From an optimization exercise on the open Yosys and OpenROAD flow, aimed at small area, a short achievable clock period and few clock cycles per item; shortcuts taken in it are not production practice.
In this exercise RTL edits were held to simulation tests only and were not proved equivalent to the original.
No activity file was given, so power comes from the tool's default toggle rates.

lane 1:
Design nco_phase_step, start of the top module:
module nco_phase_step (
    input  wire        clk,
    input  wire        rst,         
    input  wire        in_valid,
    output wire        in_ready,
    input  wire [63:0] phase_in,
    input  wire [63:0] inc_in,
    output wire        out_valid,
    output reg  [63:0] phase_out,
    output reg  [31:0] p_out
);
Size: roughly 5200 cells after synthesis, roughly 580 flip-flops, roughly 41000 µm² of cells after synthesis.
clock: 25.0 ns
lec_check: 0
cap_margin: 20
core_margin: 2
core_utilization: 60
slew_margin: 20
standard.sh (not shown) runs the stock make flow with config.mk's settings and CLKGATE_MAP_FILE= SYNTH_SCRIPT=/design/flow/synth_recipe.tcl, a recipe that flattens the netlist after the stock synthesis.
==> flow/flow/run.sh <==
#!/bin/bash
# The standard layout with two changes: buf_4 cells as the port buffers
# in place of the cell the resizer picks by default, and the resizer's
# setup repair asked to keep 19 ns of slack, which it would otherwise not
# try for at this clock period. The make output goes to standard.log; each
# ORFS step keeps its own log under orfs/logs/.
set -euo pipefail
bash standard.sh "BUFFER_PORTS_ARGS=-buffer_cell sky130_fd_sc_hd__buf_4" \
    SETUP_SLACK_MARGIN=19 finish > standard.log 2>&1
Testbench counts of lane 1, summed over its fixed seeds: cycles 3,248, items 3,200.
## Diff of input files: lane 2 against lane 1
==> flow/run.sh (new file) <==
#!/bin/bash
# synth_recipe.tcl (not shown) runs the flow's synth.tcl, then flattens the netlist and writes it again
# the make line also repeats each setting of config.mk as NAME=value (left out here)
make -C /OpenROAD-flow-scripts/flow DESIGN_CONFIG=/design/flow/config.mk WORK_HOME=/design/flow/orfs CLKGATE_MAP_FILE= SYNTH_SCRIPT=/design/flow/synth_recipe.tcl finish
removed: flow/flow/run.sh
removed: flow/standard.sh
- The buffers inserted during post-CTS setup optimization reported for lane 2 is smaller than that of lane 1 by 2.
- Compared to lane 1, lane 2 has critical path depth 15 higher.
- Total power: lane 2 lower than lane 1
- On full die area, lane 2 tracks lane 1 almost exactly.
- Diff lane 1 -> lane 2 | buffer count excluding the clock tree in the final layout | decrease of about 4.5%
- Reported for lane 2 and lane 1, sequential share of the synthesized area turned out identical to the last digit.
- On final weighted congestion in routability-driven placement, the lower figure sits with lane 2, not lane 1.
- Lane 2 vs. lane 1: count of clock-buffer cells in the layout went up by 3.
- From lane 1 to lane 2, unique cell type count in the Yosys netlist did not move at all.
- The run showing the smaller path depth of the worst reg2reg path is lane 2.
- Final critical-path share of the clock period on lane 2 is up relative to lane 1.
Edits applied to the flow inputs when going from lane 2 to lane 3:
==> flow/flow/run.sh (new file) <==
#!/bin/bash
# The standard layout with two changes: buf_4 cells as the port buffers
# in place of the cell the resizer picks by default, and the resizer's
# setup repair asked to keep 19 ns of slack, which it would otherwise not
# try for at this clock period. The make output goes to standard.log; each
# ORFS step keeps its own log under orfs/logs/.
set -euo pipefail
bash standard.sh "BUFFER_PORTS_ARGS=-buffer_cell sky130_fd_sc_hd__buf_4" \
    SETUP_SLACK_MARGIN=19 finish > standard.log 2>&1
==> flow/standard.sh (new file) <==
#!/bin/bash
# synth_recipe.tcl (not shown) runs the flow's synth.tcl, then flattens the netlist and writes it again
# the make line also repeats each setting of config.mk as NAME=value (left out here)
make -C /OpenROAD-flow-scripts/flow DESIGN_CONFIG=/design/flow/config.mk WORK_HOME=/design/flow/orfs CLKGATE_MAP_FILE= SYNTH_SCRIPT=/design/flow/synth_recipe.tcl "${@:-finish}"
-- flow/config.mk --
<<< lane 2, line 6
export NUM_CORES = 4
export LEC_CHECK = 0
export CAP_MARGIN = 20
export CORE_MARGIN = 2
>>> lane 3, line 6
export NUM_CORES = 4
export LEC_CHECK = 0
export ABC_AREA = 1
export CAP_MARGIN = 20
export CORE_MARGIN = 2
removed: flow/run.sh
- Lane 3: done, clean on timing, DRC and antenna
- Compared with lane 2, in lane 3 total instance count after detailed placement went up about 37%; sequential share of layout area has decreased; clock skew rose by 0.011 ns.
Inputs modified between lane 3 and lane 4:
==> flow/flow/run.sh <==
#!/bin/bash
# The standard layout with two changes: buf_2 cells as the port buffers
# in place of the cell the resizer picks by default, and the resizer's
# setup repair asked to keep 19 ns of slack, which it would otherwise not
# try for at this clock period. The make output goes to standard.log; each
# ORFS step keeps its own log under orfs/logs/.
set -euo pipefail
bash standard.sh "BUFFER_PORTS_ARGS=-buffer_cell sky130_fd_sc_hd__buf_2" \
    SETUP_SLACK_MARGIN=19 finish > standard.log 2>&1
-- flow/config.mk --
<<< lane 3, line 6
export NUM_CORES = 4
export LEC_CHECK = 0
export ABC_AREA = 1
export CAP_MARGIN = 20
export CORE_MARGIN = 2
>>> lane 4, line 6
export NUM_CORES = 4
export LEC_CHECK = 0
export CAP_MARGIN = 20
export CORE_MARGIN = 2
Notes after the runs:
Lane 4: sequential share of layout area 1.8 points above lane 3
Delta (lane 4 minus lane 3): estimated wirelength of the detail-placed design shrank by 18%, cell area after synthesis decreased by about 7.5% relative to the old numbers.

[port drivers added, routing unchanged]
In the flow no input, the clock included, has a driving cell. The finished layouts below were timed again as built, in two steps. Step 1 assumes that a clkbuf_16 drives the clock port and a buf_2 every other input. Step 2 adds t to the input delays and takes it off the output delays; t is the mean of the earliest and latest rising clock arrival at the registers after step 1. Input paths then give back, and output paths get back, about the clock's delay inside the block. Slacks: ideal ports / drivers / drivers and shift; pairs: ideal ports / drivers.
| run | t, ns | setup slack, ns | clock arrival spread, ns |
|---|---|---|---|
| lane 1 | 0.732 | 18.840 / 18.771 / 18.816 | 0.017 / 0.017 |
| lane 2 | 0.731 | 18.349 / 18.315 / 18.294 | 0.030 / 0.030 |
| lane 3 | 0.722 | 18.844 / 18.773 / 18.573 | 0.041 / 0.041 |
| lane 4 | 0.712 | 18.847 / 18.776 / 18.805 | 0.021 / 0.021 |
After both steps every run listed still meets setup and hold. For lane 3, which loses most, drivers alone change the setup slack by -0.071 ns; drivers and shift together by -0.271 ns.
